This is an optimization exercise on Yosys and OpenROAD, whose aim is small area, not a production implementation.
At most, simulation tests tie the RTL to the original design; equivalence was not proved.
Only the layout flow was run in run 5; the RTL was not checked for function there.
No activity file was given, so power comes from the tool's default toggle rates.

<file path="flow/design.v">
module nb_engine (
    input  wire         clk,
    input  wire         rst,
    input  wire         cmd_valid,
    output wire         cmd_ready,
    input  wire [127:0] cmd_desc,
    output wire         busy,
    input  wire         src_valid,
    output wire         src_ready,
    input  wire [31:0]  src_data,
    output wire         dst_valid,
    output wire [31:0]  dst_data,
    input  wire [15:0]  cfg_wait_bound,
    input  wire         cfg_rfin_clk_low,
    output wire         bus_clk,
    output wire         bus_nrd,
    output wire         bus_start,
    output wire         bus_doe,
    output wire [7:0]   bus_dout,
    input  wire [7:0]   bus_din,
    input  wire         bus_nwait,
    output wire         irq_inhibit,
    input  wire [15:0]  owm_in,
    output wire         owm_we,
    output wire [15:0]  owm_wdata,
    output wire [1:0]   status_code,
    output wire [1:0]   status_where,
    output wire [31:0]  status_index,
    output wire [39:0]  status_addr
);
    localparam [15:0] M_BUS = 16'h01FF;
    localparam [7:0] OPC_POKE = 8'h01;
    localparam [7:0] OPC_PEEK = 8'h02;
    localparam [4:0]
        S_IDLE   = 5'd0,
        S_END    = 5'd1,
        S_NRD    = 5'd2,
        S_START  = 5'd3,
        S_DIR    = 5'd4,
        S_AWAIT  = 5'd5,
        S_CE1    = 5'd6,
        S_CE2    = 5'd7,
        S_CE3    = 5'd8,
        S_DRV    = 5'd9,
        S_HI     = 5'd10,
        S_LO     = 5'd11,
        S_CX1    = 5'd12,
        S_CX2    = 5'd13,
        S_WWAIT  = 5'd14,
        S_R_DIR  = 5'd15,
        S_R_NRD  = 5'd16,
        S_R_LO   = 5'd17,
        S_R_HI   = 5'd18,
        S_R_SMP  = 5'd19,
        S_F_CLK  = 5'd20,
        S_F_NRD  = 5'd21,
        S_F_DIR  = 5'd22,
        S_FWAIT  = 5'd23;
    reg [5-1:0]  seq;
    reg        ph_a;           
    reg        op_peek;
    reg [39:0] a;              
    reg [31:0] rn;             
    reg [31:0] i;              
    reg        step_r;         
    reg [31:0] w;              
    reg [15:0] c;              
    reg [15:0] owm_saved;
    reg        clk_r, nrd_r, start_r, doe_r;
    reg [7:0]  dout_r;
    reg        st_tmo, st_con;
    reg [1:0]  st_wh;
    reg [31:0] st_index;
    reg [39:0] st_addr;
    wire [7:0]  d_opc  = cmd_desc[127:120];
    wire [23:0] d_rsv  = cmd_desc[119:96];
    wire [31:0] d_n    = cmd_desc[95:64];
    wire [39:0] d_addr = cmd_desc[39:0];
    wire        d_ok   = (d_rsv == 24'd0) && (d_opc == OPC_POKE || d_opc == OPC_PEEK);
    wire        d_n0   = (d_n == 32'd0);
    wire c_up;
    wire [40:0] a_cy;
    wire [32:0] i_cy;
    wire [32:0] r_cy;
    wire [16:0] c_cy;
    assign a_cy[0] = step_r;
    assign i_cy[0] = step_r;
    assign r_cy[0] = step_r;
    assign c_cy[0] = c_up;
    genvar g;
    generate
        for (g = 0; g < 40; g = g + 1) begin : g_a
            if (g % 8 == 7)
                assign a_cy[g+1] = a_cy[g-7] & (&a[g:g-7]);
            else
                assign a_cy[g+1] = a_cy[g] & a[g];
        end
        for (g = 0; g < 32; g = g + 1) begin : g_i
            if (g % 8 == 7) begin : g_la
                assign i_cy[g+1] = i_cy[g-7] & (&i[g:g-7]);
                assign r_cy[g+1] = r_cy[g-7] & (&rn[g:g-7]);
            end else begin : g_rp
                assign i_cy[g+1] = i_cy[g] & i[g];
                assign r_cy[g+1] = r_cy[g] & rn[g];
            end
        end
        for (g = 0; g < 16; g = g + 1) begin : g_c
            assign c_cy[g+1] = c_cy[g] & c[g];
        end
    endgenerate
    wire [39:0] a_inc = a ^ a_cy[39:0];
    wire [31:0] i_inc = i ^ i_cy[31:0];
    wire [31:0] rn_inc = rn ^ r_cy[31:0];
    wire [15:0] c_inc = c ^ c_cy[15:0];
    wire        rn_hi  = &rn[31:1];
    wire        last   = rn_hi & !rn[0];    
    wire        fin    = rn_hi & rn[0];     
    wire        pg_end = (a[7:0] == 8'hFF);
    wire timeout = (cfg_wait_bound != 16'd0) && (c_inc == cfg_wait_bound);
    wire [5-1:0] rfin_first = cfg_rfin_clk_low ? S_F_CLK : S_F_NRD;
    wire idle  = (seq == S_IDLE);
    wire s_drv = (seq == S_DRV);
    wire s_cx2 = (seq == S_CX2);
    wire in_cs = (seq == S_CE2) || (seq == S_CE3) || (seq == S_DRV) || (seq == S_HI) || (seq == S_LO) || (seq == S_CX1) || (seq == S_CX2);
    wire s_wait = (seq == S_AWAIT) || (seq == S_WWAIT) || (seq == S_FWAIT);
    reg [7:0] a_byte;
    always @(*) begin
        case (c[2:0])
            3'd0:    a_byte = a[7:0];
            3'd1:    a_byte = a[15:8];
            3'd2:    a_byte = a[23:16];
            3'd3:    a_byte = a[31:24];
            default: a_byte = a[39:32];
        endcase
    end
    wire smp_last = (seq == S_R_SMP) && (c[1:0] == 2'd3);
    wire w_go     = (seq == S_WWAIT) && bus_nwait;
    wire step     = smp_last || w_go;
    wire beat_end = ph_a ? c[2] : (c[1:0] == 2'd3);
    wire tmo_ev = s_wait && !bus_nwait && timeout;
    wire i_clr  = rst || idle || (seq == S_END);
    wire [31:0] i_d = i_clr ? 32'd0 : i_inc;
    wire st_we  = rst || tmo_ev || (seq == S_END) || (idle && cmd_valid && !d_ok);
    assign c_up = s_wait || (seq == S_LO) || (seq == S_R_SMP);
    wire c_clr = !(c_up || (seq == S_DRV) || (seq == S_HI) || (seq == S_R_LO) || (seq == S_R_HI));
    assign cmd_ready    = idle;
    assign busy         = !idle;
    assign src_ready    = (seq == S_NRD) && !ph_a;
    assign dst_valid    = step_r && op_peek;
    assign dst_data     = w;
    assign bus_clk      = clk_r;
    assign bus_nrd      = nrd_r;
    assign bus_start    = start_r;
    assign bus_doe      = doe_r;
    assign bus_dout     = dout_r;
    assign irq_inhibit  = in_cs;
    assign owm_we       = (s_drv && c[2:0] == 3'd0) || s_cx2;
    assign owm_wdata    = s_cx2 ? owm_saved : M_BUS;
    assign status_code  = {st_con, st_tmo};
    assign status_where = {st_con | (st_tmo & st_wh[1]), st_con | (st_tmo & st_wh[0])};
    assign status_index = st_index;
    assign status_addr  = st_addr & {40{st_tmo}};
    always @(posedge clk) begin
        step_r <= step && !rst;
        a <= idle ? d_addr : a_inc;
        rn <= idle ? ~d_n : rn_inc;
        i  <= i_d;
        if (idle)
            op_peek <= (d_opc == OPC_PEEK);
        c <= c_clr ? 16'd0 : c_inc;
        if (seq == S_NRD && !ph_a && src_valid)
            w <= src_data;
        else if ((s_drv && !ph_a) || seq == S_R_SMP)
            w <= {bus_din, w[31:8]};
        if (seq == S_CE2)
            owm_saved <= owm_in;
        if (st_we)
            st_index <= i_d;
        if (tmo_ev) begin
            st_addr  <= a;
        end
    end
    always @(posedge clk) begin
        if (rst) begin
            seq         <= S_IDLE;
            clk_r       <= 1'b0;
            nrd_r       <= 1'b1;
            start_r     <= 1'b0;
            doe_r       <= 1'b1;
            dout_r      <= 8'd0;
            st_tmo      <= 1'b0;
            st_con      <= 1'b0;
            st_wh       <= 2'd0;
        end else begin
            if (tmo_ev) begin
                st_tmo <= 1'b1;
                st_con <= 1'b0;
                st_wh  <= (seq == S_AWAIT) ? 2'd0 : (seq == S_WWAIT) ? 2'd1 : 2'd2;
                seq    <= S_IDLE;
            end else begin
                case (seq)
                    S_IDLE: begin
                        ph_a <= 1'b1;
                        if (cmd_valid) begin
                            if (d_ok) begin
                                if (d_opc == OPC_POKE && d_n0)
                                    seq <= S_END;
                                else
                                    seq <= S_NRD;
                            end else begin
                                st_tmo <= 1'b0;
                                st_con <= 1'b1;
                            end
                        end
                    end
                    S_END: begin
                        st_tmo <= 1'b0;
                        st_con <= 1'b0;
                        seq    <= S_IDLE;
                    end
                    S_NRD:   if (ph_a || src_valid) seq <= S_START;
                    S_START: begin if (ph_a) start_r <= 1'b1; seq <= S_DIR; end
                    S_DIR:   seq <= ph_a ? S_AWAIT : S_CE1;
                    S_AWAIT: if (bus_nwait) seq <= S_CE1;
                    S_CE1:   seq <= S_CE2;
                    S_CE2:   seq <= S_CE3;
                    S_CE3:   seq <= S_DRV;
                    S_DRV: begin
                        if (ph_a) begin
                            dout_r  <= a_byte;
                            start_r <= (c[2:0] == 3'd0);
                        end else begin
                            dout_r  <= w[7:0];
                        end
                        seq <= S_HI;
                    end
                    S_HI:    begin clk_r <= 1'b1; seq <= S_LO; end
                    S_LO: begin
                        clk_r <= 1'b0;
                        seq <= beat_end ? S_CX1 : S_DRV;
                    end
                    S_CX1:   seq <= S_CX2;
                    S_CX2: begin
                        if (ph_a) begin
                            if (!op_peek) begin
                                ph_a <= 1'b0;
                                seq  <= S_NRD;
                            end else if (!fin)
                                seq <= S_R_DIR;
                            else
                                seq <= rfin_first;
                        end else
                            seq <= S_WWAIT;
                    end
                    S_WWAIT: begin
                        if (bus_nwait) begin
                            if (last)
                                seq <= S_END;
                            else begin
                                ph_a <= pg_end;
                                seq  <= S_NRD;
                            end
                        end
                    end
                    S_R_DIR: begin doe_r <= 1'b0; seq <= S_R_NRD; end
                    S_R_NRD: begin nrd_r <= 1'b0; seq <= S_R_LO; end
                    S_R_LO:  begin clk_r <= 1'b0; seq <= S_R_HI; end
                    S_R_HI:  begin clk_r <= 1'b1; seq <= S_R_SMP; end
                    S_R_SMP: begin
                        if (c[1:0] != 2'd3)
                            seq <= S_R_LO;
                        else
                            seq <= (!last && !pg_end) ? S_R_DIR : rfin_first;
                    end
                    S_F_CLK: begin clk_r <= 1'b0; seq <= S_F_NRD; end
                    S_F_NRD: begin nrd_r <= 1'b1; seq <= S_F_DIR; end
                    S_F_DIR: begin doe_r <= 1'b1; seq <= S_FWAIT; end
                    S_FWAIT: if (bus_nwait) seq <= fin ? S_END : S_NRD;
                    default: seq <= S_IDLE;
                endcase
            end
        end
    end
endmodule
</file>
<file path="flow/flow/run.sh">
#!/bin/bash
# Standard layout, with the port buffers made from the smallest buffer cell.
set -euo pipefail
export BUFFER_PORTS_ARGS="-buffer_cell sky130_fd_sc_hd__buf_1"
bash standard.sh > standard.log 2>&1
</file>
<file path="flow/standard.sh">
#!/bin/bash
# synth_recipe.tcl (not shown) runs the flow's synth.tcl, then flattens the netlist and writes it again
# the make line also repeats each setting of config.mk as NAME=value (left out here)
make -C /OpenROAD-flow-scripts/flow DESIGN_CONFIG=/design/flow/config.mk WORK_HOME=/design/flow/orfs CLKGATE_MAP_FILE= SYNTH_SCRIPT=/design/flow/synth_recipe.tcl "${@:-finish}"
</file>
<file path="flow/config.mk">
export PLATFORM = sky130hd
export DESIGN_NAME = nb_engine
export DESIGN_NICKNAME = nb_engine
export VERILOG_FILES = /design/flow/design.v
export SDC_FILE = /design/flow/constraint.sdc
export NUM_CORES = 4
export LEC_CHECK = 0
export CAP_MARGIN = 20
export CORE_MARGIN = 2
export CORE_UTILIZATION = 70
export CTS_BUF_LIST = sky130_fd_sc_hd__clkbuf_16
export CTS_CLUSTER_DIAMETER = 90
export CTS_CLUSTER_SIZE = 26
export SLEW_MARGIN = 20
</file>
<file path="flow/constraint.sdc">
create_clock -name core_clock -period 8.0 [get_ports {clk}]
set_input_delay 1.6000 -clock core_clock [delete_from_list [all_inputs] [get_ports {clk}]]
set_output_delay 1.6000 -clock core_clock [all_outputs]
set_load 0.01 [all_outputs]
</file>
==> metrics.md, run 1 <==
| Metric | Value |
|---|---|
| Status | finished clean |
| Sw Share | 21.8% |
| Worst Tran Pin Value | 1050 ps |
| First-pass GRT wire length | 47600 um |
| Sink of the worst hold path | st_addr[37]$_DFFE_PP_ |
| Avg Cell Area, Syn | 11.3 um^2 |
| Final setup fails | 0 |
| NetSw | 510 uW |
| Worst Skew | 28.8 ps |
| Combinational power share | 4.5% |
| Sequential-to-total area share from yosys stat | 54.0% |
| Core area | 16700 um^2 |
| Grt ovf | 0 |
| Slowest cell on the critical path | dfxtp_1 |
| Mapped Area | 12000 um^2 |
| Cells on worst reg2reg path | 26 |
| Number of global-route vias before repair | 9134 |
| Die W | 135 um |
| Cell family with most CP delay | adder cells |
| Port Buffers | 323 |
| Crit path buf inv count | 1 |
| Worst reg2reg startpoint | seq[3]$_SDFFE_PP0P_ |
| Number of flops mapped to enable cells by yosys | 122 |
| Sequential cell fraction of total power | 62.2% |
| DP HPWL | 23800 um |
| Num rows | 47 |
| Pins Over Slew Limit | 0 |
| Hold-fix buffer count after cts | 0 |
| CTS sink cnt | 264 |
| IO Pins | 348 |
| Final Wtd Congestion | 0.927 |
| Max-cap violations | 0 |
| Nets | 1677 |
| Cell mode on critical path | ha_1 |
| Post-CTS sizing | 0 |
| Final hold vios | 0 |
| Max FO, Critical Path | 32 |
| Placed cell area | 13400 um^2 |
| Fraction of registers with async set/reset | 0% |
| RSZ-0062 raised after global routing | false |
| Pwr/cell area | 170 nW/um^2 |
| Insertion delay to the later sink of the worst-skew pair | 490 ps |
| Area Overhead vs Synth | 14.7% |
| Worst hold path depth | 0 |
| Nature of the critical path startpoint | flop |
| Setup TNS | 0 ps |
| Fmax | 159 MHz |
| Worst hold slack | 479 ps |
| Post-CTS Setup Bufs | 0 |
| Hold wc startpoint | a[37]$_DFF_P_ |
| Max clock buf depth | 3 |
| Post-layout instance area | 13800 um^2 |
| Pre-antenna DRT Iters | 5 |
| Yosys reg bits | 264 |
| Antenna viol nets, final | 0 |
| Worst R2R Setup Slack | 1690 ps |
| Period utilisation layout | 78.8% |
| Starting density of the core | 72.1% |
| Pin count of the biggest net entering global routing | 103 |
| Gr usage total | 33.9% |
| Top_reg_cell synth | dfxtp_1 |
| Via density | 5.89 |
| Vias | 9394 |
| Leak | 5.49 nW |
| Post-route DRC | 0 |
| Crit path arrival time | 6450 ps |
| Terminus of the critical flop-to-flop path | st_index[21]$_DFFE_PP_ |
| Final WL | 31600 um |
| Vert. Die Dim | 135 um |
| Clk slew on worst S/H paths | 100 ps |
| WP depth | 26 |
| CTS H-tree depth | 1 |
| Final core occ | 82.6% |
| Synth Warn # | 1 |
| Initial drt markers | 766 |
| Total power | 2.34 mW |
| Clock Power Share | 33.3% |
| Peak supply drop | 0.000199 V |
| CTS tree | yes |
| Critical path class | flop to flop |
| Initial antenna violation count | 2 |
| Slew HR | 30.3% |
| Die Area | 18300 um^2 |
| Critical Path RT | 8140 ps |
| Cell-internal power | 1.83 mW |
| TritonCTS Buffers | 14 |
| Fin crit period | 6310 ps |
| Wire per inst | 19.8 um |
| Cells after Synth | 1070 |
| Hold crit path type | flop to flop |
| Share of cells above drive strength 1 | 3.93% |
| CP Capture Type | flop |
| Unique masters post-synth | 70 |
| Leading cell type in the layout, fill and taps excluded | buf_1 |
| Slowest stage delay, CP | 880 ps |
| Commonest non-fill, non-tap cells in the layout | buf_1, nand2_1, dfxtp_1, edfxtp_1, ha_1 |
| CTS Root Buffer Type | clkbuf_16 |
-- cell usage after synthesis (all sizes together) (8+ instances only) --
cell type  number  area (um^2)
a211oi          9         67.6
buf            26          139
dfxtp         142         2840
mux2i           9         90.1
o21ai          45          225
nand3          11         55.1
nand2         170          641
edfxtp        122         3660
or3            11         68.8
nor2b          20          125
nand2b          9         56.3
nor4           27          211
nor2           48          188
nand4          28          181
ha            106         1330
clkbuf         26         97.6
inv            10         37.5
a21oi          23          115
xnor2          10         87.6
and2           85          532
mux2           32          360
xor2           22          193
mux4            8          180
nor3           13         65.1
-- power by group through the flow --
stage                     sequential [mW]  combinational (mW)  clock, mW
after CTS                            1.46               0.104      0.787
after global placement               1.48              0.0995          0
final                                1.46               0.105      0.778
after detailed placement             1.49               0.103          0
after floorplan                      1.48              0.0424          0
after global routing                 1.46               0.117      0.825
-- sequential cells by signal (all words and copies together), names as in the netlist, 2 cells and up --
name       count
owm_saved     16
rn            32
st_index      32
c             16
dout_r         8
seq            5
a             40
st_wh          2
st_addr       40
w             32
i             32
-- area by class of cell --
class	count	area, um^2
inverters	10	37.5
flip-flops and latches	264	6510
well taps	220	275
repair buffers	331	1270
multi-input cells	744	5270
clock inverters	9	60.1
diodes	3	7.51
clock buffers	15	375
fillers	1028	2900
-- through the flow --
stage | cells | setup WS, ps
final | 1596 | 1690
after global routing | 1595 | 1310
after CTS | 1593 | 1730
after detailed placement | 1569 | 1770
after global placement | 1569 | 1840
after floorplan | 1070 | 437
-- how the worst max path moves through the flow --
stage	from	end	slack [ps]
floorplan	seq[2]$_SDFFE_PP0P_	st_addr[0]$_DFFE_PP_	440
global placement	seq[3]$_SDFFE_PP0P_	st_index[18]$_DFFE_PP_	1840
detailed placement	seq[3]$_SDFFE_PP0P_	st_index[18]$_DFFE_PP_	1770
CTS	seq[3]$_SDFFE_PP0P_	st_index[29]$_DFFE_PP_	1730
global route	seq[3]$_SDFFE_PP0P_	st_index[20]$_DFFE_PP_	1310
finish	seq[3]$_SDFFE_PP0P_	st_index[21]$_DFFE_PP_	1690
-- per-layer routing --
layer  vias up  part of all wire [%]  GRT usage, %
met3        88                   7.9          5.42
met5         -                     0             0
met1      4386                    38          42.0
met4         0                   4.5          13.2
met2       502                    50          59.8
li1       4418                     -             -
-- cell families (layout without fill, tap and decap cells) --
kind of cell	Yosys count	count (layout)	share of synthesized area, %
DFF	264	264	54.0
AOI/OAI and AO/OA	123	123	6.51
buffers and inverters	62	365	2.28
other	0	3	0
xor gates and xnor gates	33	33	2.53
adders and majority gates	106	106	11.0
muxes	49	49	5.24
and+or+nand+nor	433	433	18.4
==> run 2, diff against run 1 <==
--- a/flow/config.mk
+++ b/flow/config.mk
@@ -9,3 +9,3 @@
 export CORE_MARGIN = 2
-export CORE_UTILIZATION = 70
+export CORE_UTILIZATION = 60
 export CTS_BUF_LIST = sky130_fd_sc_hd__clkbuf_16
==> run 2 against run 1 <==
Largest power group unchanged; non-clock buffer count is 2 higher; flip-flop and latch count is the same; clock skew is 8.2 ps lower; fmax increased by 0.82%; count of clock-buffer cells in the layout stayed put; first-iteration DRC count shrank 6.1%; via count fell by 5.0%; power fell by 0.40%; routed wire length down 9.6%; largest cell class unchanged.
==> metrics.md, run 2 <==
| Metric | Value |
|---|---|
| Yosys reg bits | 264 (unchanged) |
| Post-synth top area cell | edfxtp_1 (unchanged) |
| Antenna viol nets, final | 0 (unchanged) |
| Gr usage total | 26.7% (was 33.9%) |
| Final core occ | 70.8% (was 82.6%) |
| CTS tree | yes (unchanged) |
| Peak supply drop | 0.000203 V (was 0.000199 V) |
| Max clock buf depth | 3 (unchanged) |
| Post-CTS Setup Bufs | 0 (unchanged) |
| Top_reg_cell synth | dfxtp_1 (unchanged) |
| Initial drt markers | 719 (was 766) |
| Commonest cells post-synth | nand2_1, dfxtp_1, edfxtp_1, ha_1, and2_1 (unchanged) |
| Fillcell total | 1567 (was 1028) |
| Period utilisation layout | 78.2% (was 78.8%) |
| Fmax | 160 MHz (was 159 MHz) |
| Number of flops mapped to enable cells by yosys | 122 (unchanged) |
| Insertion delay to the later sink of the worst-skew pair | 490 ps (about the same) |
| Fraction of registers with async set/reset | 0% (unchanged) |
| Sequential-to-total area share from yosys stat | 54.0% (unchanged) |
| Leak | 5.50 nW (was 5.49 nW) |
| Slew HR | 38.7% (was 30.3%) |
| Pwr/cell area | 168 nW/um^2 (was 170 nW/um^2) |
| Cell mode on critical path | ha_1 (unchanged) |
| Sw Share | 21.6% (was 21.8%) |
| CTS H-tree depth | 1 (unchanged) |
| RSZ-0062 raised after global routing | false (unchanged) |
| Synth area leaders | edfxtp_1, dfxtp_1, ha_1 (unchanged) |
| Starting density of the core | 61.4% (was 72.1%) |
| Pin count of the biggest net entering global routing | 104 (was 103) |
| Fin crit period | 6250 ps (was 6310 ps) |
| Total power | 2.33 mW (was 2.34 mW) |
| Pre-antenna DRT Iters | 7 (was 5) |
| Max-cap violations | 0 (unchanged) |
| ANT cells | 0 (was 3) |
| Port Buffers | 323 (unchanged) |
| Mapped Area | 12000 um^2 (unchanged) |
| Slowest stage delay, CP | 880 ps (about the same) |
| Cells after Synth | 1070 (unchanged) |
| Worst Tran Pin Value | 916 ps (was 1050 ps) |
| Max FO, Critical Path | 32 (unchanged) |
| Final WL | 28500 um (was 31600 um) |
| Hold crit path type | flop to flop (unchanged) |
| CTS sink cnt | 264 (unchanged) |
| Final Wtd Congestion | 0.914 (was 0.927) |
| Post-route DRC | 0 (unchanged) |
| Critical path class | flop to flop (unchanged) |
| Hold-fix buffer count after cts | 0 (unchanged) |
| Die W | 146 um (was 135 um) |
| Final setup fails | 0 (unchanged) |
| First-pass GRT wire length | 45500 um (was 47600 um) |
| Clock Power Share | 33.3% (about the same) |
| Cell family with most CP delay | adder cells (unchanged) |
| Status | finished clean (unchanged) |
| Register area | 6510 um^2 (unchanged) |
| Unique masters post-synth | 70 (unchanged) |
| Wire per inst | 17.4 um (was 19.8 um) |
| Crit path buf inv count | 1 (unchanged) |
| Core area | 19600 um^2 (was 16700 um^2) |
| Post-CTS sizing | 0 (unchanged) |
| Combinational power share | 4.3% (was 4.5%) |
| Via density | 5.44 (was 5.89) |
| Leading cell type in the layout, fill and taps excluded | buf_1 (unchanged) |
| Cell-internal power | 1.83 mW (about the same) |
| TritonCTS Buffers | 14 (unchanged) |
| Sequential cell fraction of total power | 62.5% (was 62.2%) |
| Worst hold slack | 482 ps (was 479 ps) |
| Die Area | 21200 um^2 (was 18300 um^2) |
| Final hold vios | 0 (unchanged) |
| Grt ovf | 0 (unchanged) |
| Number of global-route vias before repair | 8639 (was 9134) |
| Pins Over Slew Limit | 0 (unchanged) |
| Vert. Die Dim | 146 um (was 135 um) |
| Avg Cell Area, Syn | 11.3 um^2 (unchanged) |
| Count leader, synth | nand2_1 (unchanged) |
| Synth Warn # | 1 (unchanged) |
| Clk slew on worst S/H paths | 100 ps (about the same) |
| Area Overhead vs Synth | 15.3% (was 14.7%) |
| Nature of the critical path startpoint | flop (unchanged) |
| CTS Root Buffer Type | clkbuf_16 (unchanged) |
| Initial antenna violation count | 1 (was 2) |
| Share of the synthesized area in the top cell type | 30.4% (unchanged) |
| Area of the multi-input gates | 5270 um^2 (about the same) |
| Share of cells above drive strength 1 | 4.22% (was 3.93%) |
| NetSw | 503 uW (was 510 uW) |
| Nets | 1679 (was 1677) |
| Slowest cell on the critical path | dfxtp_1 (unchanged) |
| CP Capture Type | flop (unchanged) |
| Vias | 8923 (was 9394) |
| Commonest non-fill, non-tap cells in the layout | buf_1, nand2_1, dfxtp_1, edfxtp_1, ha_1 (unchanged) |
| Largest registers | a x40, st_addr x40 (unchanged) |
| IO Pins | 348 (unchanged) |
| Crit path arrival time | 6400 ps (was 6450 ps) |
| Worst Skew | 20.7 ps (was 28.8 ps) |
| Num rows | 51 (was 47) |
| Critical Path RT | 8150 ps (was 8140 ps) |
| DP HPWL | 21200 um (was 23800 um) |
| Setup TNS | 0 ps (unchanged) |
## run 2: power groups by stage
stage | logic, mW | clock network [mW] | registers [mW]
after floorplan | 0.0424 | 0 | 1.48
after global placement | 0.0975 | 0 | 1.49
after detailed placement | 0.0993 | 0 | 1.49
after CTS | 0.0999 | 0.793 | 1.46
after global routing | 0.114 | 0.835 | 1.46
final | 0.0996 | 0.775 | 1.46
## run 2: metal layers
layer,wire (um),up-vias,track usage [%]
met5,11,-,0
met2,13400,347,44.4
li1,-,4417,-
met3,1960,51,4.20
met4,716,2,7.25
met1,12400,4106,36.9
## run 2: area by class of cell
type                       count  area share, %
multi-input combinational    744           38.0
tap                          265           2.39
sequential                   264           46.9
clock inverter                 9          0.370
inverter                      10          0.270
clock buffer                  15           2.70
timing repair buffer         333           9.42
## run 2: cells by family (layout without fill, tap and decap cells)
logic type,count (synthesis),count (layout),share of synthesized area [%]
compound gates,123,123,6.51
xor+xnor,33,33,2.53
simple gates,433,433,18.4
mux,49,49,5.24
buf+inv,62,367,2.28
flops,264,264,54.0
fa+ha+maj,106,106,11.0
## run 2: worst paths after layout
kind / startpoint / to / slack [ps] / cells after the start
setup / recovery: seq[3]$_SDFFE_PP0P_ / st_index[27]$_DFFE_PP_ / 1750 / 26
hold / removal: a[37]$_DFF_P_ / st_addr[37]$_DFFE_PP_ / 480 / 0
setup reg to reg: seq[3]$_SDFFE_PP0P_ / st_index[27]$_DFFE_PP_ / 1750 / 26
hold reg to reg: a[37]$_DFF_P_ / st_addr[37]$_DFFE_PP_ / 480 / 0
## run 2: metrics by stage
stage / cells / setup slack (ps) / instance area [um^2]
after floorplan: 1070 / 437 / 12000
after global placement: 1615 / 1890 / 13400
after detailed placement: 1615 / 1810 / 13400
after CTS: 1639 / 1780 / 13900
after global routing: 1640 / 1370 / 13900
final: 1640 / 1750 / 13900
## run 2: worst reg2reg max path: cells and delay by family (launching register included)
family | cells | cell delay [ps]
adders and majority gates | 15 | 2760
DFF | 1 | 880
xor gates and xnor gates | 1 | 410
AOI/OAI and AO/OA | 4 | 620
and+or+nand+nor | 5 | 830
buffers and inverters | 1 | 380
==> run 3, diff against run 2 <==
--- a/flow/design.v
+++ b/flow/design.v
@@ -79,3 +79,2 @@
     wire        d_ok   = (d_rsv == 24'd0) && (d_opc == OPC_POKE || d_opc == OPC_PEEK);
-    wire        d_n0   = (d_n == 32'd0);
     wire c_up;
@@ -92,15 +91,11 @@
         for (g = 0; g < 40; g = g + 1) begin : g_a
-            if (g % 8 == 7)
-                assign a_cy[g+1] = a_cy[g-7] & (&a[g:g-7]);
-            else
+            if (g == 19) begin : g_la
+                assign a_cy[g+1] = a_cy[0] & (&a[19:0]);
+            end else begin : g_rp
                 assign a_cy[g+1] = a_cy[g] & a[g];
+            end
         end
         for (g = 0; g < 32; g = g + 1) begin : g_i
-            if (g % 8 == 7) begin : g_la
-                assign i_cy[g+1] = i_cy[g-7] & (&i[g:g-7]);
-                assign r_cy[g+1] = r_cy[g-7] & (&rn[g:g-7]);
-            end else begin : g_rp
-                assign i_cy[g+1] = i_cy[g] & i[g];
-                assign r_cy[g+1] = r_cy[g] & rn[g];
-            end
+            assign i_cy[g+1] = i_cy[g] & i[g];
+            assign r_cy[g+1] = r_cy[g] & rn[g];
         end
@@ -121,2 +116,3 @@
     wire idle  = (seq == S_IDLE);
+    wire s_end = (seq == S_END) || ((seq == S_NRD) && ph_a && !op_peek && fin);
     wire s_drv = (seq == S_DRV);
@@ -125,12 +121,11 @@
     wire s_wait = (seq == S_AWAIT) || (seq == S_WWAIT) || (seq == S_FWAIT);
-    reg [7:0] a_byte;
-    always @(*) begin
-        case (c[2:0])
-            3'd0:    a_byte = a[7:0];
-            3'd1:    a_byte = a[15:8];
-            3'd2:    a_byte = a[23:16];
-            3'd3:    a_byte = a[31:24];
-            default: a_byte = a[39:32];
-        endcase
-    end
+    wire [4:0] bsel;
+    assign bsel[0] = (c[2:0] == 3'd0);
+    assign bsel[1] = (c[2:0] == 3'd1);
+    assign bsel[2] = (c[2:0] == 3'd2);
+    assign bsel[3] = (c[2:0] == 3'd3);
+    assign bsel[4] = c[2];
+    wire [7:0] a_byte = ({8{bsel[0]}} & a[7:0])   | ({8{bsel[1]}} & a[15:8]) |
+                        ({8{bsel[2]}} & a[23:16]) | ({8{bsel[3]}} & a[31:24]) |
+                        ({8{bsel[4]}} & a[39:32]);
     wire smp_last = (seq == S_R_SMP) && (c[1:0] == 2'd3);
@@ -140,5 +135,5 @@
     wire tmo_ev = s_wait && !bus_nwait && timeout;
-    wire i_clr  = rst || idle || (seq == S_END);
+    wire i_clr  = rst || idle || s_end;
     wire [31:0] i_d = i_clr ? 32'd0 : i_inc;
-    wire st_we  = rst || tmo_ev || (seq == S_END) || (idle && cmd_valid && !d_ok);
+    wire st_we  = rst || tmo_ev || s_end || (idle && cmd_valid && !d_ok);
     assign c_up = s_wait || (seq == S_LO) || (seq == S_R_SMP);
@@ -205,6 +200,3 @@
                             if (d_ok) begin
-                                if (d_opc == OPC_POKE && d_n0)
-                                    seq <= S_END;
-                                else
-                                    seq <= S_NRD;
+                                seq <= S_NRD;
                             end else begin
@@ -220,3 +212,10 @@
                     end
-                    S_NRD:   if (ph_a || src_valid) seq <= S_START;
+                    S_NRD: begin
+                        if (s_end) begin
+                            st_tmo <= 1'b0;
+                            st_con <= 1'b0;
+                            seq    <= S_IDLE;
+                        end else if (ph_a || src_valid)
+                            seq <= S_START;
+                    end
                     S_START: begin if (ph_a) start_r <= 1'b1; seq <= S_DIR; end
==> flow/flow/run.sh (replaced) <==
#!/bin/bash
# Standard layout, with the port buffers made from the smallest buffer cell,
# synthesis buffers removed before placement and non-critical cells downsized
# after global routing.
set -euo pipefail
export BUFFER_PORTS_ARGS="-buffer_cell sky130_fd_sc_hd__buf_1"
export REMOVE_ABC_BUFFERS=1
export RECOVER_POWER=100
bash standard.sh > standard.log 2>&1
==> run 3 against run 2 <==
The layout now fails its checks (capacitance limit, slew limit); first-iteration DRC count fell by 35%; power about the same; cell area down 1.3%; via count fell by 3.0%; non-clock buffer count grew 5; clock skew is 9.7 ps higher; sequential power hardly changed; critical path type unchanged; largest cell class unchanged; largest power group unchanged.
==> metrics.md, run 3 <==
| Metric | Value |
|---|---|
| Fraction of registers with async set/reset | 0% (unchanged) |
| Area of the multi-input gates | 5090 um^2 (was 5270 um^2) |
| Hold-fix buffer count after cts | 0 (unchanged) |
| TritonCTS Buffers | 14 (unchanged) |
| Count leader, synth | nand2_1 (unchanged) |
| Max-cap violations | 4 (was 0) |
| Vias | 8654 (was 8923) |
| Fin cells | 1636 (was 1640) |
| CTS Root Buffer Type | clkbuf_16 (unchanged) |
| Area Overhead vs Synth | 15.2% (was 15.3%) |
| Die Area | 21000 um^2 (was 21200 um^2) |
| Cells after DPL | 1611 (was 1615) |
| Final Wtd Congestion | 0.908 (was 0.914) |
| Cell family with most CP delay | adder cells (unchanged) |
| Cell mode on critical path | ha_1 (unchanged) |
| Vert. Die Dim | 145 um (was 146 um) |
| Share of the synthesized area in the top cell type | 30.8% (was 30.4%) |
| DP HPWL | 19600 um (was 21200 um) |
| Failed Checks | capacitance limit, slew limit |
| Post-CTS Setup Bufs | 0 (unchanged) |
| Largest registers | a x40, st_addr x40 (unchanged) |
| Crit path buf inv count | 2 (was 1) |
| CTS tree | yes (unchanged) |
| Pins Over Slew Limit | 173 (was 0) |
| Slowest stage delay, CP | 1040 ps (was 880 ps) |
| RSZ-0062 raised after global routing | false (unchanged) |
| Crit path arrival time | 6990 ps (was 6400 ps) |
| Final setup fails | 0 (unchanged) |
| Worst R2R Setup Slack | 1190 ps (was 1750 ps) |
| Pwr/cell area | 170 nW/um^2 (was 168 nW/um^2) |
| Mapped Area | 11900 um^2 (was 12000 um^2) |
| Antenna viol nets, final | 0 (unchanged) |
| Synth area leaders | edfxtp_1, dfxtp_1, ha_1 (unchanged) |
| Die W | 145 um (was 146 um) |
| Final hold vios | 0 (unchanged) |
| Leak | 5.45 nW (was 5.50 nW) |
| Initial antenna violation count | 1 (unchanged) |
| Nature of the critical path startpoint | flop (unchanged) |
| Max FO, Critical Path | 24 (was 32) |
| CP Capture Type | flop (unchanged) |
| Core area | 19500 um^2 (was 19600 um^2) |
| First-pass GRT wire length | 39900 um (was 45500 um) |
| Slew HR | -43.3% (was 38.7%) |
| Leading cell type in the layout, fill and taps excluded | buf_1 (unchanged) |
| Top_reg_cell synth | dfxtp_1 (unchanged) |
| Post-CTS sizing | 0 (unchanged) |
| Total power | 2.33 mW (about the same) |
| Setup TNS | 0 ps (unchanged) |
| Max clock buf depth | 3 (unchanged) |
| Number of global-route vias before repair | 7964 (was 8639) |
| Num rows | 51 (unchanged) |
| Critical Path RT | 8180 ps (was 8150 ps) |
| Pre-antenna DRT Iters | 5 (was 7) |
| Synth Warn # | 1 (unchanged) |
| Nets | 1683 (was 1679) |
| Number of flops mapped to enable cells by yosys | 122 (unchanged) |
| Final WL | 26300 um (was 28500 um) |
| Fin crit period | 6810 ps (was 6250 ps) |
| Wire per inst | 16.1 um (was 17.4 um) |
| Fmax | 147 MHz (was 160 MHz) |
| Post-synth top area cell | edfxtp_1 (unchanged) |
| CTS sink cnt | 264 (unchanged) |
| Peak supply drop | 0.000155 V (was 0.000203 V) |
| Worst Tran Pin Value | 2150 ps (was 916 ps) |
| CTS H-tree depth | 1 (unchanged) |
| Post-route DRC | 0 (unchanged) |
| Slowest cell on the critical path | nor2_2 (was dfxtp_1) |
| Yosys reg bits | 264 (unchanged) |
| Commonest non-fill, non-tap cells in the layout | buf_1, nand2_1, dfxtp_1, edfxtp_1, ha_1 (unchanged) |
| Period utilisation layout | 85.1% (was 78.2%) |
| Critical path class | flop to flop (unchanged) |
| Clk slew on worst S/H paths | 110 ps (was 100 ps) |
| Share of cells above drive strength 1 | 2.55% (was 4.22%) |
| Via density | 5.29 (was 5.44) |
| Worst Skew | 30.4 ps (was 20.7 ps) |
| Commonest cells post-synth | nand2_1, dfxtp_1, edfxtp_1, ha_1, and2_1 (unchanged) |
| Fillcell total | 1570 (was 1567) |
| Cells after Synth | 1062 (was 1070) |
| Hold crit path type | flop to flop (unchanged) |
| Grt ovf | 0 (unchanged) |
| Starting density of the core | 61.1% (was 61.4%) |
| Pin count of the biggest net entering global routing | 60 (was 104) |
| Status | failed layout checks (was finished clean) |
| Unique masters post-synth | 63 (was 70) |
| Port Buffers | 323 (unchanged) |
| Insertion delay to the later sink of the worst-skew pair | 490 ps (about the same) |
| IO Pins | 348 (unchanged) |
| Sequential-to-total area share from yosys stat | 54.7% (was 54.0%) |
| Initial drt markers | 468 (was 719) |
| Register area | 6510 um^2 (unchanged) |
| Avg Cell Area, Syn | 11.2 um^2 (was 11.3 um^2) |
| Gr usage total | 24.3% (was 26.7%) |
## run 3: changes by cell type after synthesis, sizes merged, moves of 9 or more
cell    before  now
nand2      170  199
nor2        48   27
xor2        22    7
nand4       28   16
nand2b       9   19
ha         106  115
nor4        27   18
## run 3: layer usage
layer,vias up,share of wire [%],track usage (%)
li1,4351,-,-
met1,4004,42,31.4
met2,265,48,40.9
met3,34,7.7,6.58
met4,0,1.9,5.47
met5,-,0,0
## run 3: logic make-up after synthesis
logic type	Yosys count	synth area share, %
buf+inv	62	2.33
mux	45	4.49
fa+ha+maj	115	12.1
flops	264	54.7
simple gates	423	17.9
compound gates	130	6.74
xor+xnor	23	1.69
## run 3: cell type report
class                   instances  area share (%)
repair buffers                338            9.44
clock inverters                 9           0.439
clock buffers                  15            2.74
multi-input cells             736            37.2
flip-flops and latches        264            47.5
well taps                     265            2.42
inverters                       8           0.219
diodes                          1          0.0183
## run 3: tightest hold or removal path, cell delays in order (launching register included)
cell     delay (ps)
dfxtp_1         320
nand2_1          50
a21oi_1          50
## run 3: worst paths after layout
| kind | startpoint | end | cells after the start |
|---|---|---|---|
| worst min-delay path | dout_r[4]$_SDFFE_PP0P_ | dout_r[4]$_SDFFE_PP0P_ | 2 |
| worst max register to register | seq[0]$_SDFFE_PP0P_ | st_addr[23]$_DFFE_PP_ | 25 |
| worst max-delay path | seq[0]$_SDFFE_PP0P_ | st_addr[23]$_DFFE_PP_ | 25 |
| worst min register to register | dout_r[4]$_SDFFE_PP0P_ | dout_r[4]$_SDFFE_PP0P_ | 2 |
## run 3: metrics by stage
| stage | hold WS [ps] | area [um^2] | util [%] | setup slack [ps] |
|---|---|---|---|---|
| 6_report | 459 | 13700 | 70.4 | 1190 |
| 5_1_grt | 474 | 13700 | 70.4 | 576 |
| 4_1_cts | 461 | 13700 | 70.6 | 1380 |
| 3_5_place_dp | 445 | 13300 | 68.4 | 1390 |
| 3_3_place_gp | 440 | 13300 | 68.4 | 1480 |
| 2_1_floorplan | 431 | 11600 | - | 1280 |
## run 3: report_power, final
group,total (mW),internal [mW],switching (mW)
Sequential,1.45,1.43,0.0202
Combinational,0.0939,0.0447,0.0493
Clock,0.781,0.350,0.431
==> run 4, diff against run 3 <==
==> flow/flow/run.sh (replaced) <==
#!/bin/bash
# Standard layout, with the port buffers made from the smallest buffer cell.
set -euo pipefail
export BUFFER_PORTS_ARGS="-buffer_cell sky130_fd_sc_hd__buf_1"
bash standard.sh > standard.log 2>&1
==> run 4 against run 3 <==
Now clean on timing, DRC and antenna; combinational power rose by 2.9%; die area unchanged; sequential power about the same; clock power decreased by 0.8%; flip-flop and latch count is the same; synthesized cell count did not move; clock skew decreased by 11 ps; non-clock buffer count fell by 4; count of clock-buffer cells in the layout is the same; power shrank 0.10%; largest power group unchanged; highest routed layer unchanged.
==> metrics.md, run 4 <==
| Metric | Value |
|---|---|
| Core area | 19500 um^2 (unchanged) |
| Cells on worst reg2reg path | 26 (was 25) |
| Setup TNS | 0 ps (unchanged) |
| Max clock buf depth | 3 (unchanged) |
| Max FO, Critical Path | 25 (was 24) |
| Leading cell type in the layout, fill and taps excluded | buf_1 (unchanged) |
| Pins Over Slew Limit | 0 (was 173) |
| Crit path to | st_addr[17]$_DFFE_PP_ (was st_addr[23]$_DFFE_PP_) |
| Period utilisation layout | 83.0% (was 85.1%) |
| Yosys reg bits | 264 (unchanged) |
| Post-route DRC | 0 (unchanged) |
| Worst Tran Pin Value | 1010 ps (was 2150 ps) |
| Fillcell total | 1570 (unchanged) |
| Fin crit period | 6640 ps (was 6810 ps) |
| Post-CTS Setup Bufs | 0 (unchanged) |
| Pin count of the biggest net entering global routing | 66 (was 60) |
| IO Pins | 348 (unchanged) |
| Avg Cell Area, Syn | 11.2 um^2 (unchanged) |
| Gr usage total | 25.6% (was 24.3%) |
| CTS sink cnt | 264 (unchanged) |
| CTS H-tree depth | 1 (unchanged) |
| Top_reg_cell synth | dfxtp_1 (unchanged) |
| Largest registers | a x40, st_addr x40 (unchanged) |
| Critical Path RT | 8190 ps (was 8180 ps) |
| Nets | 1679 (was 1683) |
| Commonest cells post-synth | nand2_1, dfxtp_1, edfxtp_1, ha_1, and2_1 (unchanged) |
| Leak | 5.53 nW (was 5.45 nW) |
| Final core occ | 70.5% (was 70.4%) |
| Initial antenna violation count | 0 (was 1) |
| Cells after Synth | 1062 (unchanged) |
| CTS tree | yes (unchanged) |
| Synth area leaders | edfxtp_1, dfxtp_1, ha_1 (unchanged) |
| Vias | 8724 (was 8654) |
| RSZ-0062 raised after global routing | false (unchanged) |
| Crit path arrival time | 6830 ps (was 6990 ps) |
| Final WL | 27700 um (was 26300 um) |
| Final hold vios | 0 (unchanged) |
| Max-cap violations | 0 (was 4) |
| Hold crit path type | flop to flop (unchanged) |
| TritonCTS Buffers | 14 (unchanged) |
| Pwr/cell area | 170 nW/um^2 (about the same) |
| DP HPWL | 20900 um (was 19600 um) |
| CP Capture Type | flop (unchanged) |
| Grt ovf | 0 (unchanged) |
| Worst Setup SP | seq[1]$_SDFFE_PP0P_ (was seq[0]$_SDFFE_PP0P_) |
| Final Wtd Congestion | 0.931 (was 0.908) |
| Die W | 145 um (unchanged) |
| Worst hold slack | 463 ps (was 459 ps) |
| Post-CTS sizing | 0 (unchanged) |
| CTS Root Buffer Type | clkbuf_16 (unchanged) |
| Num rows | 51 (unchanged) |
| Sequential-to-total area share from yosys stat | 54.7% (unchanged) |
| Worst reg2reg startpoint | seq[1]$_SDFFE_PP0P_ (was seq[0]$_SDFFE_PP0P_) |
| Peak supply drop | 0.000177 V (was 0.000155 V) |
| Critical path class | flop to flop (unchanged) |
| Synth Warn # | 1 (unchanged) |
| First-pass GRT wire length | 41600 um (was 39900 um) |
| Terminus of the critical flop-to-flop path | st_addr[17]$_DFFE_PP_ (was st_addr[23]$_DFFE_PP_) |
| Post-synth top area cell | edfxtp_1 (unchanged) |
| Insertion delay to the later sink of the worst-skew pair | 490 ps (about the same) |
| Unique masters post-synth | 63 (unchanged) |
| Number of global-route vias before repair | 8214 (was 7964) |
| Commonest non-fill, non-tap cells in the layout | buf_1, nand2_1, dfxtp_1, edfxtp_1, ha_1 (unchanged) |
| Slowest stage delay, CP | 840 ps (was 1040 ps) |
| Initial drt markers | 508 (was 468) |
| Die Area | 21000 um^2 (unchanged) |
| Worst R2R Setup Slack | 1360 ps (was 1190 ps) |
| Clk slew on worst S/H paths | 100 ps (was 110 ps) |
| Number of flops mapped to enable cells by yosys | 122 (unchanged) |
| ANT cells | 0 (was 1) |
| Port Buffers | 323 (unchanged) |
| Starting density of the core | 61.1% (unchanged) |
| Hold-fix buffer count after cts | 0 (unchanged) |
| Mapped Area | 11900 um^2 (unchanged) |
| Hold wc startpoint | dout_r[1]$_SDFFE_PP0P_ (was dout_r[4]$_SDFFE_PP0P_) |
| Wire per inst | 17.0 um (was 16.1 um) |
| Vert. Die Dim | 145 um (unchanged) |
| Status | finished clean (was failed layout checks) |
| Antenna viol nets, final | 0 (unchanged) |
| Share of cells above drive strength 1 | 3.37% (was 2.55%) |
| Area Overhead vs Synth | 15.4% (was 15.2%) |
| Nature of the critical path startpoint | flop (unchanged) |
| Cell mode on critical path | ha_1 (unchanged) |
| Share of the synthesized area in the top cell type | 30.8% (unchanged) |
| Fraction of registers with async set/reset | 0% (unchanged) |
| Slew HR | 32.8% (was -43.3%) |
| Fmax | 151 MHz (was 147 MHz) |
| Slowest cell on the critical path | dfxtp_1 (was nor2_2) |
| Worst Skew | 19.5 ps (was 30.4 ps) |
| Via density | 5.35 (was 5.29) |
| Final setup fails | 0 (unchanged) |
| Pre-antenna DRT Iters | 5 (unchanged) |
| Count leader, synth | nand2_1 (unchanged) |
[run 4: cell counts after synthesis]
Identical to the previous run, type by type.
[run 4: stage by stage]
| step | instance area, um^2 | setup slack (ps) | total power, mW | instances |
|---|---|---|---|---|
| finish | 13700 | 1360 | 2.33 | 1631 |
| floorplan | 11900 | 1450 | 1.52 | 1062 |
| detailed placement | 13300 | 1410 | 1.58 | 1607 |
| CTS | 13700 | 1380 | 2.35 | 1631 |
| global placement | 13300 | 1520 | 1.58 | 1607 |
| global route | 13700 | 1010 | 2.41 | 1631 |
[run 4: area by class of cell]
cell class | instances | area, um^2 | area share [%]
multi-input cells | 736 | 5120 | 37.3
repair buffers | 334 | 1290 | 9.44
well taps | 265 | 332 | 2.42
clock inverters | 9 | 58.8 | 0.429
flip-flops and latches | 264 | 6510 | 47.4
inverters | 8 | 30.0 | 0.219
clock buffers | 15 | 375 | 2.74
[run 4: how the worst min path moves through the flow]
stage,end,cells past startpoint
after detailed placement,dout_r[1]$_SDFFE_PP0P_,2
after floorplan,st_addr[30]$_DFFE_PP_,0
final,dout_r[1]$_SDFFE_PP0P_,2
after global routing,dout_r[6]$_SDFFE_PP0P_,2
after CTS,dout_r[1]$_SDFFE_PP0P_,2
after global placement,dout_r[2]$_SDFFE_PP0P_,2
[run 4: cell families after synthesis]
| logic type | synth area share [%] |
|---|---|
| simple gates | 17.9 |
| mux | 4.49 |
| compound gates | 6.74 |
| flops | 54.7 |
| fa+ha+maj | 12.1 |
| buf+inv | 2.33 |
| xor+xnor | 1.69 |
[run 4: worst max-delay path: cells and delay by family (launching register included)]
family | cells | cell delay (ps)
compound gates | 3 | 380
xor+xnor | 1 | 240
fa+ha+maj | 15 | 2890
buf+inv | 1 | 370
flops | 1 | 840
simple gates | 6 | 1610
[run 4: power by group]
part | internal, mW | total [mW] | switching [mW] | leakage [nW]
combinational | 0.0448 | 0.0966 | 0.0518 | 2.95
sequential | 1.43 | 1.45 | 0.0211 | 2.34
clock | 0.349 | 0.775 | 0.426 | 0.236
[run 4: routing by layer]
metal | global-route usage [%] | vias up | wire, um
li1 | - | 4340 | -
met3 | 5.56 | 48 | 2070
met5 | 0 | - | 0
met2 | 45.1 | 335 | 13800
met1 | 32.0 | 4001 | 11100
met4 | 6.54 | 0 | 708
==> run 5, diff against run 4 <==
--- a/flow/design.v
+++ b/flow/design.v
@@ -33,28 +33,26 @@
     localparam [7:0] OPC_PEEK = 8'h02;
-    localparam [4:0]
-        S_IDLE   = 5'd0,
-        S_END    = 5'd1,
-        S_NRD    = 5'd2,
-        S_START  = 5'd3,
-        S_DIR    = 5'd4,
-        S_AWAIT  = 5'd5,
-        S_CE1    = 5'd6,
-        S_CE2    = 5'd7,
-        S_CE3    = 5'd8,
-        S_DRV    = 5'd9,
-        S_HI     = 5'd10,
-        S_LO     = 5'd11,
-        S_CX1    = 5'd12,
-        S_CX2    = 5'd13,
-        S_WWAIT  = 5'd14,
-        S_R_DIR  = 5'd15,
-        S_R_NRD  = 5'd16,
-        S_R_LO   = 5'd17,
-        S_R_HI   = 5'd18,
-        S_R_SMP  = 5'd19,
-        S_F_CLK  = 5'd20,
-        S_F_NRD  = 5'd21,
-        S_F_DIR  = 5'd22,
-        S_FWAIT  = 5'd23;
-    reg [5-1:0]  seq;
+    localparam [5:0]
+        S_IDLE   = 6'd0,
+        S_END    = 6'd1,
+        S_NRD    = 6'd2,
+        S_START  = 6'd3,
+        S_DIR    = 6'd4,
+        S_AWAIT  = 6'd5,
+        S_CE1    = 6'd6,
+        S_CE2    = 6'd7,
+        S_CE3    = 6'd8,
+        S_CX1    = 6'd9,
+        S_CX2    = 6'd10,
+        S_WWAIT  = 6'd11,
+        S_R_DIR  = 6'd12,
+        S_R_NRD  = 6'd13,
+        S_R_LO   = 6'd14,
+        S_R_HI   = 6'd15,
+        S_R_SMP  = 6'd16,
+        S_F_CLK  = 6'd17,
+        S_F_NRD  = 6'd18,
+        S_F_DIR  = 6'd19,
+        S_FWAIT  = 6'd20,
+        S_BEAT0  = 6'd32;
+    reg [5:0]  seq;
     reg        ph_a;           
@@ -67,3 +65,2 @@
     reg [15:0] c;              
-    reg [15:0] owm_saved;
     reg        clk_r, nrd_r, start_r, doe_r;
@@ -105,6 +102,6 @@
     endgenerate
-    wire [39:0] a_inc = a ^ a_cy[39:0];
-    wire [31:0] i_inc = i ^ i_cy[31:0];
+    wire [39:0] a_inc  = a ^ a_cy[39:0];
+    wire [31:0] i_inc  = i ^ i_cy[31:0];
     wire [31:0] rn_inc = rn ^ r_cy[31:0];
-    wire [15:0] c_inc = c ^ c_cy[15:0];
+    wire [15:0] c_inc  = c ^ c_cy[15:0];
     wire        rn_hi  = &rn[31:1];
@@ -114,15 +111,20 @@
     wire timeout = (cfg_wait_bound != 16'd0) && (c_inc == cfg_wait_bound);
-    wire [5-1:0] rfin_first = cfg_rfin_clk_low ? S_F_CLK : S_F_NRD;
+    wire [5:0] rfin_first = cfg_rfin_clk_low ? S_F_CLK : S_F_NRD;
+    wire       s_beat = seq[5];
+    wire [2:0] beat   = seq[4:2];
+    wire s_drv  = s_beat && (seq[1:0] == 2'd0);
+    wire s_hi   = s_beat && (seq[1:0] == 2'd1);
+    wire s_lo   = s_beat && seq[1];
+    wire s_d0   = (seq == S_BEAT0);
     wire idle  = (seq == S_IDLE);
     wire s_end = (seq == S_END) || ((seq == S_NRD) && ph_a && !op_peek && fin);
-    wire s_drv = (seq == S_DRV);
     wire s_cx2 = (seq == S_CX2);
-    wire in_cs = (seq == S_CE2) || (seq == S_CE3) || (seq == S_DRV) || (seq == S_HI) || (seq == S_LO) || (seq == S_CX1) || (seq == S_CX2);
+    wire in_cs = s_beat || (seq == S_CE2) || (seq == S_CE3) || (seq == S_CX1) || s_cx2;
     wire s_wait = (seq == S_AWAIT) || (seq == S_WWAIT) || (seq == S_FWAIT);
     wire [4:0] bsel;
-    assign bsel[0] = (c[2:0] == 3'd0);
-    assign bsel[1] = (c[2:0] == 3'd1);
-    assign bsel[2] = (c[2:0] == 3'd2);
-    assign bsel[3] = (c[2:0] == 3'd3);
-    assign bsel[4] = c[2];
+    assign bsel[0] = (beat == 3'd0);
+    assign bsel[1] = (beat == 3'd1);
+    assign bsel[2] = (beat == 3'd2);
+    assign bsel[3] = (beat == 3'd3);
+    assign bsel[4] = beat[2];
     wire [7:0] a_byte = ({8{bsel[0]}} & a[7:0])   | ({8{bsel[1]}} & a[15:8]) |
@@ -133,3 +135,3 @@
     wire step     = smp_last || w_go;
-    wire beat_end = ph_a ? c[2] : (c[1:0] == 2'd3);
+    wire beat_end = ph_a ? beat[2] : (beat[1:0] == 2'd3);
     wire tmo_ev = s_wait && !bus_nwait && timeout;
@@ -138,4 +140,6 @@
     wire st_we  = rst || tmo_ev || s_end || (idle && cmd_valid && !d_ok);
-    assign c_up = s_wait || (seq == S_LO) || (seq == S_R_SMP);
-    wire c_clr = !(c_up || (seq == S_DRV) || (seq == S_HI) || (seq == S_R_LO) || (seq == S_R_HI));
+    assign c_up = s_wait || (seq == S_R_SMP);
+    wire c_ld   = (seq == S_CE2);
+    wire c_keep = c_up || (seq == S_R_LO) || (seq == S_R_HI) || (seq == S_CE3) ||
+                  s_beat || (seq == S_CX1);
     assign cmd_ready    = idle;
@@ -151,4 +155,4 @@
     assign irq_inhibit  = in_cs;
-    assign owm_we       = (s_drv && c[2:0] == 3'd0) || s_cx2;
-    assign owm_wdata    = s_cx2 ? owm_saved : M_BUS;
+    assign owm_we       = s_d0 || s_cx2;
+    assign owm_wdata    = s_cx2 ? c : M_BUS;
     assign status_code  = {st_con, st_tmo};
@@ -159,3 +163,3 @@
         step_r <= step && !rst;
-        a <= idle ? d_addr : a_inc;
+        a  <= idle ? d_addr : a_inc;
         rn <= idle ? ~d_n : rn_inc;
@@ -164,3 +168,3 @@
             op_peek <= (d_opc == OPC_PEEK);
-        c <= c_clr ? 16'd0 : c_inc;
+        c <= c_ld ? owm_in : (c_keep ? c_inc : 16'd0);
         if (seq == S_NRD && !ph_a && src_valid)
@@ -169,9 +173,6 @@
             w <= {bus_din, w[31:8]};
-        if (seq == S_CE2)
-            owm_saved <= owm_in;
         if (st_we)
             st_index <= i_d;
-        if (tmo_ev) begin
+        if (tmo_ev)
             st_addr  <= a;
-        end
     end
@@ -194,2 +195,25 @@
                 seq    <= S_IDLE;
+            end else if (s_beat) begin
+                case (seq[1:0])
+                    2'd0: begin
+                        if (ph_a) begin
+                            dout_r  <= a_byte;
+                            start_r <= (beat == 3'd0);
+                        end else begin
+                            dout_r  <= w[7:0];
+                        end
+                        seq[1:0] <= 2'd1;
+                    end
+                    2'd1: begin
+                        clk_r    <= 1'b1;
+                        seq[1:0] <= 2'd2;
+                    end
+                    default: begin
+                        clk_r <= 1'b0;
+                        if (beat_end)
+                            seq <= S_CX1;
+                        else
+                            seq <= {1'b1, beat + 3'd1, 2'd0};
+                    end
+                endcase
             end else begin
@@ -225,17 +249,3 @@
                     S_CE2:   seq <= S_CE3;
-                    S_CE3:   seq <= S_DRV;
-                    S_DRV: begin
-                        if (ph_a) begin
-                            dout_r  <= a_byte;
-                            start_r <= (c[2:0] == 3'd0);
-                        end else begin
-                            dout_r  <= w[7:0];
-                        end
-                        seq <= S_HI;
-                    end
-                    S_HI:    begin clk_r <= 1'b1; seq <= S_LO; end
-                    S_LO: begin
-                        clk_r <= 1'b0;
-                        seq <= beat_end ? S_CX1 : S_DRV;
-                    end
+                    S_CE3:   seq <= S_BEAT0;
                     S_CX1:   seq <= S_CX2;
==> flow/flow/run.sh (replaced) <==
#!/bin/bash
# Standard layout, with the port buffers made from the smallest buffer cell,
# synthesis buffers removed before placement and non-critical cells downsized
# after global routing.
set -euo pipefail
export BUFFER_PORTS_ARGS="-buffer_cell sky130_fd_sc_hd__buf_1"
export REMOVE_ABC_BUFFERS=1
bash standard.sh > standard.log 2>&1
==> run 5 against run 4 <==
Cell area down 2.4%; clock power is 11% lower; via count rose by 0.83%; routed wire length increased by 0.73%; critical path depth increased by 2; fmax decreased by 2.1%; core utilization up 0.40 points; power increased by 65%; critical path type unchanged; critical endpoint is now st_index[31]$_DFFE_PP_.
==> metrics.md, run 5 <==
| Metric | Value |
|---|---|
| Status | finished clean (unchanged) |
| Pin count of the biggest net entering global routing | 86 (was 66) |
| Hold-fix buffer count after cts | 0 (unchanged) |
| Largest family of logic cells by synthesized area | simple AND/OR/NAND/NOR gates (unchanged) |
| Share of the synthesized area in the top cell type | 27.3% (was 30.8%) |
| Period utilisation layout | 84.8% (was 83.0%) |
| CTS Root Buffer Type | clkbuf_16 (unchanged) |
| Max FO, Critical Path | 32 (was 25) |
| Compound-Gate Fraction of Synth Area | 9.17% (was 6.74%) |
| Area Overhead vs Synth | 14.9% (was 15.4%) |
| Gr usage total | 26.1% (was 25.6%) |
| Slowest stage delay, CP | 420 ps (was 840 ps) |
| Number of global-route vias before repair | 8256 (was 8214) |
| Final WL | 27900 um (was 27700 um) |
| Share of cells above drive strength 1 | 6.39% (was 3.37%) |
| Fmax | 147 MHz (was 151 MHz) |
| Worst Tran Pin Value | 767 ps (was 1010 ps) |
| Leak | 5.66 nW (was 5.53 nW) |
| Final hold vios | 0 (unchanged) |
| Unique masters post-synth | 72 (was 63) |
| Fin crit period | 6790 ps (was 6640 ps) |
| Core area | 18900 um^2 (was 19500 um^2) |
| Final core occ | 70.9% (was 70.5%) |
| Sw Share | 37.1% (was 21.4%) |
| Die Area | 20600 um^2 (was 21000 um^2) |
| Slowest cell on the critical path | ha_1 (was dfxtp_1) |
| Sequential cell fraction of total power | 48.7% (was 62.5%) |
| Initial antenna violation count | 0 (unchanged) |
| Synth area leaders | edfxtp_1, dfxtp_1, ha_1 (unchanged) |
| Crit path arrival time | 6920 ps (was 6830 ps) |
| Leading cell type in the layout, fill and taps excluded | buf_1 (unchanged) |
| Sequential-to-total area share from yosys stat | 51.9% (was 54.7%) |
| CTS tree | yes (unchanged) |
| Port Buffers | 323 (unchanged) |
| Insertion delay to the later sink of the worst-skew pair | 480 ps (was 490 ps) |
| Crit path buf inv count | 2 (was 1) |
| Clock Power Share | 18.1% (was 33.3%) |
| Cell mode on critical path | ha_1 (unchanged) |
| Cell-internal power | 2.41 mW (was 1.83 mW) |
| Vias | 8796 (was 8724) |
| Pins Over Slew Limit | 0 (unchanged) |
| Hold crit path type | flop to flop (unchanged) |
| Clk slew on worst S/H paths | 100 ps (about the same) |
| Critical path class | flop to flop (unchanged) |
| Via density | 5.48 (was 5.35) |
| Synth Warn # | 1 (unchanged) |
| Post-synth top area cell | edfxtp_1 (unchanged) |
| CTS sink cnt | 249 (was 264) |
| Cell family with most CP delay | adder cells (unchanged) |
| Commonest non-fill, non-tap cells in the layout | buf_1, nand2_1, dfxtp_1, ha_1, edfxtp_1 (was buf_1, nand2_1, dfxtp_1, edfxtp_1, ha_1) |
| Initial drt markers | 485 (was 508) |
| Avg Cell Area, Syn | 11.2 um^2 (about the same) |
| Largest registers | a x40, st_addr x40 (unchanged) |
| Pre-antenna DRT Iters | 5 (unchanged) |
| Nets | 1665 (was 1679) |
| Count leader, synth | nand2_1 (unchanged) |
| Setup TNS | 0 ps (unchanged) |
| Post-CTS sizing | 0 (unchanged) |
| Combinational power share | 33.2% (was 4.2%) |
| Num rows | 50 (was 51) |
| Adder-Cell Fraction of Synth Area | 12.9% (was 12.1%) |
| Top_reg_cell synth | dfxtp_1 (unchanged) |
| Slew HR | 48.8% (was 32.8%) |
| Cells after Synth | 1044 (was 1062) |
| DP HPWL | 20800 um (was 20900 um) |
| TritonCTS Buffers | 13 (was 14) |
| Fin cells | 1606 (was 1631) |
| XOR/XNOR share of the synthesized area | 1.58% (was 1.69%) |
| Fraction of registers with async set/reset | 0% (unchanged) |
| Commonest cells post-synth | nand2_1, dfxtp_1, ha_1, edfxtp_1, and2_1 (was nand2_1, dfxtp_1, edfxtp_1, ha_1, and2_1) |
| Mapped Area | 11700 um^2 (was 11900 um^2) |
| Antenna viol nets, final | 0 (unchanged) |
| Grt ovf | 0 (unchanged) |
| Nature of the critical path startpoint | flop (unchanged) |
| Vert. Die Dim | 143 um (was 145 um) |
| Cells after DPL | 1584 (was 1607) |
| Post-route DRC | 0 (unchanged) |
| CP Capture Type | flop (unchanged) |
| Pwr/cell area | 286 nW/um^2 (was 170 nW/um^2) |
| NetSw | 1.42 mW (was 499 uW) |
| Multiplexer area fraction after synthesis | 3.92% (was 4.49%) |
| Number of flops mapped to enable cells by yosys | 106 (was 122) |
| Final Wtd Congestion | 0.906 (was 0.931) |
| Critical Path RT | 8130 ps (was 8190 ps) |
| Simple logic cell fraction of the synthesized area | 17.9% (about the same) |
| Max-cap violations | 0 (unchanged) |
| Post-CTS Setup Bufs | 0 (unchanged) |
| CTS H-tree depth | 1 (unchanged) |
| Die W | 143 um (was 145 um) |
| Worst hold slack | 480 ps (was 463 ps) |
| Wire per inst | 17.4 um (was 17.0 um) |
| RSZ-0062 raised after global routing | false (unchanged) |
| IO Pins | 348 (unchanged) |
| Starting density of the core | 61.7% (was 61.1%) |
| Worst Skew | 20.4 ps (was 19.5 ps) |
| Yosys reg bits | 249 (was 264) |
| First-pass GRT wire length | 42200 um (was 41600 um) |
| Final setup fails | 0 (unchanged) |
| Peak supply drop | 0.000194 V (was 0.000177 V) |
| Max clock buf depth | 3 (unchanged) |
==> run 5: cell count changes after synthesis, moves of 12 or more <==
cell and change:
mux2_1 -36, nor2b_1 -15, nand2_1 -28, xor2_1 +12, a22o_1 +17, edfxtp_1 -16
xnor2_1 -14, mux2_2 +33
==> run 5: metrics by stage <==
stage               cell area [um^2]  total power [mW]  setup slack, ps
floorplan                      11400              2.72             53.7
global route                   13400              4.09              812
global placement               13000              3.13             1330
detailed placement             13000              3.17             1220
finish                         13400              3.83             1210
CTS                            13400              3.85             1200
==> run 5: metal layers <==
layer | share of wire, % | wire length [um] | vias to the layer above | track usage, %
met5 | 0 | 0 | - | 0
li1 | - | - | 4350 | -
met2 | 49 | 13700 | 372 | 45.5
met4 | 1.9 | 539 | 0 | 6.24
met3 | 9.2 | 2560 | 37 | 5.56
met1 | 40 | 11000 | 4037 | 33.3
==> run 5: path summary, 6_finish.rpt <==
path                                           from                      to  slack [ps]  cells after the start
worst min register to register        a[31]$_DFF_P_   st_addr[31]$_DFFE_PP_         480                      0
worst min-delay path                  a[31]$_DFF_P_   st_addr[31]$_DFFE_PP_         480                      0
worst max-delay path            seq[2]$_SDFFE_PP0P_  st_index[31]$_DFFE_PP_        1210                     28
worst max register to register  seq[2]$_SDFFE_PP0P_  st_index[31]$_DFFE_PP_        1210                     28
==> run 5: cell type report <==
cell class,instances,area [um^2]
Sequential cell,249,6050
Fill cell,1462,5500
Multi-Input combinational cell,730,5310
Timing Repair Buffer,337,1320
Clock buffer,13,325
Tap cell,260,325
Clock inverter,8,37.5
Inverter,8,30.0
Antenna cell,1,2.50
==> run 5: kinds of logic after synthesis <==
group / after synthesis
XOR/XNOR: 21
flip-flops: 249
AO/OA/AOI/OAI: 156
multiplexers: 41
buffers and inverters: 65
adder cells (fa/ha/maj): 120
AND/OR/NAND/NOR: 392
==> run 5: worst register-to-register path: cells and delay by family, from the launching register on <==
kind	cells	cell delay, ps
multiplexers	1	400
adder cells (fa/ha/maj)	16	3230
AND/OR/NAND/NOR	7	1640
flip-flops	1	410
AO/OA/AOI/OAI	1	100
buffers and inverters	2	460
XOR/XNOR	1	170
==> run 5: power by group through the flow <==
stage / registers (mW) / clock network [mW] / logic [mW]
final: 1.87 / 0.693 / 1.27
after global routing: 1.91 / 0.744 / 1.44
after CTS: 1.87 / 0.706 / 1.27
after detailed placement: 1.90 / 0 / 1.27
after global placement: 1.89 / 0 / 1.24
after floorplan: 1.91 / 0 / 0.816

afterwards: timing with drivers on the ports:
The results above use ideal ports. As a check the final layouts listed here were re-extracted and re-timed, cells and wires unchanged.
Step 1: set_driving_cell puts a clkbuf_16 on clk and a buf_2 on each other input, an assumption about the parent block.
Step 2 times the ports against the registers' clock, not the clock port: input delays grow and output delays shrink by t, the midpoint of the rising clock arrivals with the driver on.
a / b / c = ideal ports / drivers / drivers and shift; a / b = the first two.
| run | t, ns | slack for setup (ns) | worst setup path at the end |
|---|---|---|---|
| run 1 | 0.520 | 1.694 / 1.693 / 1.693 | register to register |
| run 2 | 0.526 | 1.745 / 1.745 / 1.745 | register to register |
| run 3 | 0.520 | 1.194 / 1.194 / 1.194 | register to register |
| run 4 | 0.528 | 1.359 / 1.359 / 1.359 | register to register |
| run 5 | 0.519 | 1.214 / 1.214 / 1.214 | register to register |
For run 1, which loses most, drivers alone change the setup slack by -0.001 ns; drivers and shift together by -0.001 ns.
